Context: an optimization exercise on an open-source flow, tuned for small area, a short achievable clock period and few clock cycles. The choices shown serve that exercise and are no tape-out recipe. RTL that was checked went through simulation tests only; none was proved equivalent to the original. The clock port is modelled as an ideal driver, which makes a skipped or thinned clock tree look cheaper than it is; a real chip needs a root buffer or a tree. Power and IR drop assume default switching activity.

==> flow/design.v <==
module btcp_rx_check (
    input  wire        clk,
    input  wire        rst,
    input  wire        in_valid,
    output wire        in_ready,
    input  wire [31:0] in_data,
    input  wire        in_last,
    input  wire [2:0]  in_nbytes,    
    output wire        res_valid,
    input  wire        res_ready,
    output wire [1:0]  res_status,   
    output wire [15:0] res_seq,
    output wire [15:0] res_ack,
    output wire [7:0]  res_flags,
    output wire [7:0]  res_win,
    output wire [15:0] res_dlen,
    output wire [15:0] res_csum,     
    output wire [15:0] res_calc,     
    output wire        res_csum_ok,
    output wire [2:0]  res_type,
    output wire [9:0]  res_plen
);
    function [15:0] crc_x32;
        input [15:0] v;
        reg   [15:0] c;
        integer k;
        begin
            c = 16'h0000;
            for (k = 15; k >= 0; k = k - 1)
                c = (c[15] ^ v[k]) ? ({c[14:0], 1'b0} ^ 16'h1021)
                                   : {c[14:0], 1'b0};
            for (k = 0; k < 16; k = k + 1)
                c = c[15] ? ({c[14:0], 1'b0} ^ 16'h1021) : {c[14:0], 1'b0};
            crc_x32 = c;
        end
    endfunction
    function [15:0] crc_x8;
        input [15:0] v;
        reg   [15:0] c;
        integer k;
        begin
            c = v;
            for (k = 0; k < 8; k = k + 1)
                c = c[15] ? ({c[14:0], 1'b0} ^ 16'h1021) : {c[14:0], 1'b0};
            crc_x8 = c;
        end
    endfunction
    function [15:0] crc_d8;
        input [15:0] v;
        reg   [15:0] c;
        integer k;
        begin
            c = v;
            for (k = 0; k < 8; k = k + 1)
                c = c[0] ? ({1'b0, c[15:1]} ^ 16'h8810) : {1'b0, c[15:1]};
            crc_d8 = c;
        end
    endfunction
    reg        rx;         
    reg        ub;         
    reg        eq;         
    reg        rv;         
    reg [1:0]  uc;         
    reg [1:0]  hp;         
    reg [7:0]  cnt;        
    reg [1:0]  plo;        
    reg        big;        
    reg [15:0] sh;         
    reg [15:0] wr;         
    reg        wv;         
    reg        wf;         
    reg        wl;         
    reg [15:0] seq_r, ack_r, dlen_r, csum_r;
    reg [7:0]  flags_r, win_r;
    reg        ok_r;
    reg [2:0]  type_r;
    reg [1:0]  status_r;
    wire acc   = in_valid & rx;
    wire h0    = (hp == 2'd0);
    wire nb1   = ~in_nbytes[2] & ~in_nbytes[1];
    wire nb12  = ~in_nbytes[2] & ~(in_nbytes[1] & in_nbytes[0]);
    wire nb123 = ~in_nbytes[2];
    wire [15:0] dh = in_data[31:16] & {{8{hp != 2'd2}}, {8{(hp != 2'd2) & ~(in_last & nb1)}}};
    wire [15:0] dl = in_data[15:0]  & {{8{~(in_last & nb12)}}, {8{~(in_last & nb123)}}};
    wire [15:0] ms = crc_x32(sh);
    wire [15:0] wd = crc_x8(dh) ^ crc_d8(dl);
    wire [7:0] cbase = h0 ? 8'hFD : cnt;
    always @(posedge clk) begin
        wr <= wd;
        wf <= h0;
        wl <= in_last;
        if (rst) begin
            wv <= 1'b0;
            rx <= 1'b1;
            ub <= 1'b0;
            eq <= 1'b0;
            rv <= 1'b0;
            hp <= 2'd0;
        end else begin
            wv <= acc;
            if (acc) begin
                if (in_last) begin
                    rx <= 1'b0;
                    hp <= 2'd0;
                end else if (hp != 2'd3) begin
                    hp <= hp + 2'd1;
                end
            end
            if (wv & wl) begin
                ub <= (uc != 2'd0);
                eq <= (uc == 2'd0);
            end else if (ub) begin
                ub <= (uc != 2'd1);
                eq <= (uc == 2'd1);
            end else begin
                eq <= 1'b0;
            end
            if (eq)
                rv <= 1'b1;
            if (rv & res_ready) begin
                rv <= 1'b0;
                rx <= 1'b1;
            end
        end
    end
    wire        e0   = rx & (hp == 2'd0);
    wire        e1   = rx & (hp == 2'd1);
    wire        e2   = rx & (hp == 2'd2);
    wire        keep = ~(wv | ub);
    wire [7:0]  cnext = cbase + {7'd0, ~in_last | in_nbytes[2] | in_nbytes[1]};
    always @(posedge clk) begin
        sh <= (sh & {16{keep}}) | (((ms & {16{~wf}}) ^ wr) & {16{wv}})
            | (crc_x8(sh) & {16{ub}});
        if (acc) begin
            cnt <= cnext;
            big <= ~h0 & (big | (cnt == 8'd251 & ~in_last));
        end
        if (rx) begin
            plo <= {~in_nbytes[1], in_nbytes[0]};
            uc  <= in_nbytes[1:0] - 2'd1;
        end else if (ub) begin
            uc  <= uc - 2'd1;
        end
        if (e0) seq_r   <= in_data[31:16];
        if (e0) ack_r   <= in_data[15:0];
        if (e1) flags_r <= in_data[31:24];
        if (e1) win_r   <= in_data[23:16];
        if (e1) dlen_r  <= in_data[15:0];
        if (e2) csum_r  <= in_data[31:16];
        ok_r <= (sh == csum_r);
        case (flags_r)
        8'h02:   type_r <= 3'd1;
        8'h10:   type_r <= 3'd2;
        8'h01:   type_r <= 3'd3;
        8'h12:   type_r <= 3'd4;
        8'h11:   type_r <= 3'd5;
        default: type_r <= ({cnt, plo} != 10'd0) ? 3'd6 : 3'd0;
        endcase
        status_r <= big                           ? 2'd2 :
                    (cnt >= 8'hFD)                ? 2'd1 :
                    (cnt == 8'd252 && plo != 2'd0) ? 2'd2 : 2'd0;
    end
    assign in_ready    = rx;
    assign res_valid   = rv;
    assign res_status  = status_r;
    assign res_seq     = seq_r;
    assign res_ack     = ack_r;
    assign res_flags   = flags_r;
    assign res_win     = win_r;
    assign res_dlen    = dlen_r;
    assign res_csum    = csum_r;
    assign res_calc    = sh;
    assign res_csum_ok = ok_r;
    assign res_type    = type_r;
    assign res_plen    = {cnt, plo};
endmodule
clock: 6.0 ns
lec_check: 0
cap_margin: 20
core_margin: 2
core_utilization: 40
setup_slack_margin: 3.8
slew_margin: 20
standard.sh (not shown) runs the stock make flow with config.mk's settings and CLKGATE_MAP_FILE= SYNTH_SCRIPT=/design/flow/synth_recipe.tcl, a recipe that flattens the netlist after the stock synthesis.
==> flow/flow/run.sh <==
#!/bin/bash
# The standard layout (standard.sh) with two changes: port buffers use
# a small buffer cell, and the CTS step is replaced by flow/cts.tcl, which
# builds a two-level clock tree (see flow/clock_tree.tcl) and then repairs
# timing as ORFS's CTS step does. Logs: standard_place.log, cts.log (and
# orfs/logs/.../4_1_cts.log), standard_finish.log, plus ORFS's own logs.
set -euo pipefail
ARGS=(BUFFER_PORTS_ARGS="-buffer_cell sky130_fd_sc_hd__buf_1")
bash standard.sh "${ARGS[@]}" place > standard_place.log 2>&1
FLOW_FLOW_DIR="$PWD/flow" bash standard.sh "${ARGS[@]}" run \
  RUN_SCRIPT="$PWD/flow/cts.tcl" RUN_LOG_NAME_STEM=4_1_cts > cts.log 2>&1
bash standard.sh "${ARGS[@]}" finish > standard_finish.log 2>&1
Other scripts of this flow, unchanged in this note and not shown: flow/flow/clock_tree.tcl, flow/flow/cts.tcl
Change:
--- a/flow/design.v
+++ b/flow/design.v
@@ -69,6 +69,6 @@
     reg [15:0] wr;         
     reg        wv;         
-    reg        wf;         
-    reg        wl;         
+    wire       wf = (hp == 2'd1);
+    wire       wl = ~rx;
     reg [15:0] seq_r, ack_r, dlen_r, csum_r;
     reg [7:0]  flags_r, win_r;
@@ -88,6 +88,4 @@
     always @(posedge clk) begin
         wr <= wd;
-        wf <= h0;
-        wl <= in_last;
         if (rst) begin
             wv <= 1'b0;
@@ -128,5 +126,7 @@
     wire        e2   = rx & (hp == 2'd2);
     wire        keep = ~(wv | ub);
-    wire [7:0]  cnext = cbase + {7'd0, ~in_last | in_nbytes[2] | in_nbytes[1]};
+    wire [7:0]  cinc  = cbase + 8'd1;
+    wire        inc   = ~in_last | in_nbytes[2] | in_nbytes[1];
+    wire [7:0]  cnext = (cinc & {8{inc}}) | (cbase & {8{~inc}});
     always @(posedge clk) begin
         sh <= (sh & {16{keep}}) | (((ms & {16{~wf}}) ^ wr) & {16{wv}})
=> The changed run passed the timing, DRC and antenna checks. Power increases by 14%. Utilization shrinks by 0.57 points. Routed wire length drops by 1.0%. Hold slack degrades by 0.016 ns. Clock power hardly moves. Design area drops by 1.1%.
Testbench counts after the change, summed over its fixed seeds: cycles 28,837.
The RTL of the first run of this note was laid out without a check of its function. In every run of this note, the design's own scripts or RTL, not TritonCTS, make the clock network.

* * *

btcp_rx_check, a different RTL version from the one above (not shown whole).
Size in the first run: about 550 cells after synthesis, ~150 I/O pins.
==> module btcp_rx_check, before the edit <==
module btcp_rx_check (
    input  wire        clk,
    input  wire        rst,
    input  wire        in_valid,
    output wire        in_ready,
    input  wire [31:0] in_data,
    input  wire        in_last,
    input  wire [2:0]  in_nbytes,    
    output wire        res_valid,
    input  wire        res_ready,
    output wire [1:0]  res_status,   
    output wire [15:0] res_seq,
    output wire [15:0] res_ack,
    output wire [7:0]  res_flags,
    output wire [7:0]  res_win,
    output wire [15:0] res_dlen,
    output wire [15:0] res_csum,     
    output wire [15:0] res_calc,     
    output wire        res_csum_ok,
    output wire [2:0]  res_type,
    output wire [9:0]  res_plen
);
    function [15:0] crc_x32;
        input [15:0] v;
        reg   [15:0] c;
        integer k;
        begin
            c = 16'h0000;
            for (k = 15; k >= 0; k = k - 1)
                c = (c[15] ^ v[k]) ? ({c[14:0], 1'b0} ^ 16'h1021)
                                   : {c[14:0], 1'b0};
            for (k = 0; k < 16; k = k + 1)
                c = c[15] ? ({c[14:0], 1'b0} ^ 16'h1021) : {c[14:0], 1'b0};
            crc_x32 = c;
        end
    endfunction
    function [15:0] crc_x8;
        input [15:0] v;
        reg   [15:0] c;
        integer k;
        begin
            c = v;
            for (k = 0; k < 8; k = k + 1)
                c = c[15] ? ({c[14:0], 1'b0} ^ 16'h1021) : {c[14:0], 1'b0};
            crc_x8 = c;
        end
    endfunction
    function [15:0] crc_d8;
        input [15:0] v;
        reg   [15:0] c;
        integer k;
        begin
            c = v;
            for (k = 0; k < 8; k = k + 1)
                c = c[0] ? ({1'b0, c[15:1]} ^ 16'h8810) : {1'b0, c[15:1]};
            crc_d8 = c;
        end
    endfunction
    reg        rx;         
    reg        ub;         
    reg        eq;         
    reg        rv;         
    reg [1:0]  uc;         
    reg [1:0]  hp;         
    reg [7:0]  cnt;        
    reg [1:0]  plo;        
    reg        big;        
    reg [15:0] sh;         
    reg [15:0] seq_r, ack_r, dlen_r, csum_r;
    reg [7:0]  flags_r, win_r;
    reg        ok_r;
    reg [2:0]  type_r;
    reg [1:0]  status_r;
    reg        iv;
    reg [31:0] id;
    reg        il;
    reg [2:0]  inb;
    wire acc   = iv;
    wire h0    = (hp == 2'd0);
    wire nb1   = ~inb[2] & ~inb[1];
    wire nb12  = ~inb[2] & ~(inb[1] & inb[0]);
    wire nb123 = ~inb[2];
    wire [15:0] dh = id[31:16] & {{8{hp != 2'd2}}, {8{(hp != 2'd2) & ~(il & nb1)}}};
    wire [15:0] dl = id[15:0]  & {{8{~(il & nb12)}}, {8{~(il & nb123)}}};
    wire [15:0] ms = crc_x32(sh);
    wire [15:0] wd = crc_x8(dh) ^ crc_d8(dl);
    wire [7:0] cbase = h0 ? 8'hFD : cnt;
    always @(posedge clk) begin
        id  <= in_data;
        il  <= in_last;
        inb <= in_nbytes;
        if (rst) begin
            iv <= 1'b0;
            rx <= 1'b1;
            ub <= 1'b0;
            eq <= 1'b0;
            rv <= 1'b0;
            hp <= 2'd0;
        end else begin
            iv <= in_valid & rx;
            if (in_valid & rx & in_last)
                rx <= 1'b0;
            if (acc) begin
                if (il) begin
                    hp <= 2'd0;
                end else if (hp != 2'd3) begin
                    hp <= hp + 2'd1;
                end
            end
            if (acc & il) begin
                ub <= ~nb1;
                eq <= nb1;
            end else if (ub) begin
                ub <= (uc != 2'd1);
                eq <= (uc == 2'd1);
            end else begin
                eq <= 1'b0;
            end
            if (eq)
                rv <= 1'b1;
            if (rv & res_ready) begin
                rv <= 1'b0;
                rx <= 1'b1;
            end
        end
    end
    wire        e0   = acc & (hp == 2'd0);
    wire        e1   = acc & (hp == 2'd1);
    wire        e2   = acc & (hp == 2'd2);
    wire        keep = ~(acc | ub);
    wire [7:0]  cnext = cbase + {7'd0, ~il | inb[2] | inb[1]};
    always @(posedge clk) begin
        sh <= (sh & {16{keep}}) | (((ms & {16{~h0}}) ^ wd) & {16{acc}})
            | (crc_x8(sh) & {16{ub}});
        if (acc) begin
            cnt <= cnext;
            big <= ~h0 & (big | (cnt == 8'd251 & ~il));
        end
        if (acc) begin
            plo <= {~inb[1], inb[0]};
            uc  <= inb[1:0] - 2'd1;
        end else if (ub) begin
            uc  <= uc - 2'd1;
        end
        if (e0) seq_r   <= id[31:16];
        if (e0) ack_r   <= id[15:0];
        if (e1) flags_r <= id[31:24];
        if (e1) win_r   <= id[23:16];
        if (e1) dlen_r  <= id[15:0];
        if (e2) csum_r  <= id[31:16];
        ok_r <= (sh == csum_r);
        case (flags_r)
        8'h02:   type_r <= 3'd1;
        8'h10:   type_r <= 3'd2;
        8'h01:   type_r <= 3'd3;
        8'h12:   type_r <= 3'd4;
        8'h11:   type_r <= 3'd5;
        default: type_r <= ({cnt, plo} != 10'd0) ? 3'd6 : 3'd0;
        endcase
        status_r <= big                           ? 2'd2 :
                    (cnt >= 8'hFD)                ? 2'd1 :
                    (cnt == 8'd252 && plo != 2'd0) ? 2'd2 : 2'd0;
    end
    assign in_ready    = rx;
    assign res_valid   = rv;
    assign res_status  = status_r;
    assign res_seq     = seq_r;
    assign res_ack     = ack_r;
    assign res_flags   = flags_r;
    assign res_win     = win_r;
    assign res_dlen    = dlen_r;
    assign res_csum    = csum_r;
    assign res_calc    = sh;
    assign res_csum_ok = ok_r;
    assign res_type    = type_r;
    assign res_plen    = {cnt, plo};
endmodule
==> flow/config.mk <==
export PLATFORM = sky130hd
export DESIGN_NAME = btcp_rx_check
export DESIGN_NICKNAME = btcp_rx_check
export VERILOG_FILES = /design/flow/design.v
export SDC_FILE = /design/flow/constraint.sdc
export NUM_CORES = 4
export LEC_CHECK = 0
export CAP_MARGIN = 20
export CORE_MARGIN = 2
export CORE_UTILIZATION = 40
export CTS_BUF_LIST = sky130_fd_sc_hd__clkbuf_8
export CTS_CLUSTER_DIAMETER = 200
export CTS_CLUSTER_SIZE = 50
export SETUP_SLACK_MARGIN = 3.8
export SLEW_MARGIN = 20
==> flow/constraint.sdc <==
create_clock -name core_clock -period 6.0 [get_ports {clk}]
set_input_delay 1.2000 -clock core_clock [delete_from_list [all_inputs] [get_ports {clk}]]
set_output_delay 1.2000 -clock core_clock [all_outputs]
set_load 0.01 [all_outputs]
==> flow/flow/run.sh <==
#!/bin/bash
# The standard layout (standard.sh), with the port buffers made from a
# small buffer cell. Each step's full log is under orfs/logs; make's own
# output goes to standard.log.
set -euo pipefail
bash standard.sh \
  BUFFER_PORTS_ARGS="-buffer_cell sky130_fd_sc_hd__buf_1" \
  finish > standard.log 2>&1
Testbench counts at the start, summed over its fixed seeds: cycles 28,837.
Then changed:
--- a/flow/design.v
+++ b/flow/design.v
@@ -68,49 +68,39 @@
     reg [15:0] sh;         
     reg [15:0] seq_r, ack_r, dlen_r, csum_r;
     reg [7:0]  flags_r, win_r;
     reg        ok_r;
     reg [2:0]  type_r;
     reg [1:0]  status_r;
-    reg        iv;
-    reg [31:0] id;
-    reg        il;
-    reg [2:0]  inb;
-    wire acc   = iv;
+    wire acc   = in_valid & rx;
     wire h0    = (hp == 2'd0);
-    wire nb1   = ~inb[2] & ~inb[1];
-    wire nb12  = ~inb[2] & ~(inb[1] & inb[0]);
-    wire nb123 = ~inb[2];
-    wire [15:0] dh = id[31:16] & {{8{hp != 2'd2}}, {8{(hp != 2'd2) & ~(il & nb1)}}};
-    wire [15:0] dl = id[15:0]  & {{8{~(il & nb12)}}, {8{~(il & nb123)}}};
+    wire nb1   = ~in_nbytes[2] & ~in_nbytes[1];
+    wire nb12  = ~in_nbytes[2] & ~(in_nbytes[1] & in_nbytes[0]);
+    wire nb123 = ~in_nbytes[2];
+    wire [15:0] dh = in_data[31:16] & {{8{hp != 2'd2}}, {8{(hp != 2'd2) & ~(in_last & nb1)}}};
+    wire [15:0] dl = in_data[15:0]  & {{8{~(in_last & nb12)}}, {8{~(in_last & nb123)}}};
     wire [15:0] ms = crc_x32(sh);
     wire [15:0] wd = crc_x8(dh) ^ crc_d8(dl);
     wire [7:0] cbase = h0 ? 8'hFD : cnt;
     always @(posedge clk) begin
-        id  <= in_data;
-        il  <= in_last;
-        inb <= in_nbytes;
         if (rst) begin
-            iv <= 1'b0;
             rx <= 1'b1;
             ub <= 1'b0;
             eq <= 1'b0;
             rv <= 1'b0;
             hp <= 2'd0;
         end else begin
-            iv <= in_valid & rx;
-            if (in_valid & rx & in_last)
-                rx <= 1'b0;
             if (acc) begin
-                if (il) begin
+                if (in_last) begin
+                    rx <= 1'b0;
                     hp <= 2'd0;
                 end else if (hp != 2'd3) begin
                     hp <= hp + 2'd1;
                 end
             end
-            if (acc & il) begin
+            if (acc & in_last) begin
                 ub <= ~nb1;
                 eq <= nb1;
             end else if (ub) begin
                 ub <= (uc != 2'd1);
                 eq <= (uc == 2'd1);
             end else begin
@@ -121,36 +111,36 @@
             if (rv & res_ready) begin
                 rv <= 1'b0;
                 rx <= 1'b1;
             end
         end
     end
-    wire        e0   = acc & (hp == 2'd0);
-    wire        e1   = acc & (hp == 2'd1);
-    wire        e2   = acc & (hp == 2'd2);
+    wire        e0   = rx & (hp == 2'd0);
+    wire        e1   = rx & (hp == 2'd1);
+    wire        e2   = rx & (hp == 2'd2);
     wire        keep = ~(acc | ub);
-    wire [7:0]  cnext = cbase + {7'd0, ~il | inb[2] | inb[1]};
+    wire [7:0]  cnext = cbase + {7'd0, ~in_last | in_nbytes[2] | in_nbytes[1]};
     always @(posedge clk) begin
         sh <= (sh & {16{keep}}) | (((ms & {16{~h0}}) ^ wd) & {16{acc}})
             | (crc_x8(sh) & {16{ub}});
         if (acc) begin
             cnt <= cnext;
-            big <= ~h0 & (big | (cnt == 8'd251 & ~il));
+            big <= ~h0 & (big | (cnt == 8'd251 & ~in_last));
         end
-        if (acc) begin
-            plo <= {~inb[1], inb[0]};
-            uc  <= inb[1:0] - 2'd1;
+        if (rx) begin
+            plo <= {~in_nbytes[1], in_nbytes[0]};
+            uc  <= in_nbytes[1:0] - 2'd1;
         end else if (ub) begin
             uc  <= uc - 2'd1;
         end
-        if (e0) seq_r   <= id[31:16];
-        if (e0) ack_r   <= id[15:0];
-        if (e1) flags_r <= id[31:24];
-        if (e1) win_r   <= id[23:16];
-        if (e1) dlen_r  <= id[15:0];
-        if (e2) csum_r  <= id[31:16];
+        if (e0) seq_r   <= in_data[31:16];
+        if (e0) ack_r   <= in_data[15:0];
+        if (e1) flags_r <= in_data[31:24];
+        if (e1) win_r   <= in_data[23:16];
+        if (e1) dlen_r  <= in_data[15:0];
+        if (e2) csum_r  <= in_data[31:16];
         ok_r <= (sh == csum_r);
         case (flags_r)
         8'h02:   type_r <= 3'd1;
         8'h10:   type_r <= 3'd2;
         8'h01:   type_r <= 3'd3;
         8'h12:   type_r <= 3'd4;
What happened:
- core utilization is higher by 5.0 points
- final cell count fell by 0.79%
- via count increases by 0.73%
- power went up by about 11%
- cell area rises by about 0.45%
Only the layout flow was run in the second run of this note; the RTL was not checked for function there.

==> separate check: timing with driven ports <==
In the flow no input, the clock included, has a driving cell. The finished layouts below were timed again as built, in two steps. Step 1: set_driving_cell puts a clkbuf_16 on clk and a buf_2 on each other input, an assumption about the parent block. Step 2 adds t to the input delays and takes it off the output delays; t is the mean of the earliest and latest rising clock arrival at the registers after step 1. Input paths then give back, and output paths get back, about the clock's delay inside the block. Three values: ideal ports, drivers, drivers and shift; two values: the first two.
run	t (ns)	setup slack, ns	worst hold slack (ns)	worst setup path after step 2	slew at the worst register clock pin (ns)
the first run of note 1	0.356	3.757 / 3.749 / 3.448	0.481 / 0.481 / 0.481	input to register	0.08 / 0.08
the second run of note 1	0.351	3.776 / 3.748 / 3.457	0.465 / 0.465 / 0.465	input to register	0.08 / 0.08
the first run of note 2	0.492	3.684 / 3.647 / 3.822	0.456 / 0.456 / 0.456	register to register	0.09 / 0.09
the second run of note 2	0.471	3.661 / 3.641 / 3.171	0.453 / 0.453 / 0.453	input to register	0.08 / 0.08
After both steps setup and hold are still met in every run listed. The setup slack of the second run of note 2, which loses most, moves by -0.020 ns with the drivers and by -0.490 ns with both steps.
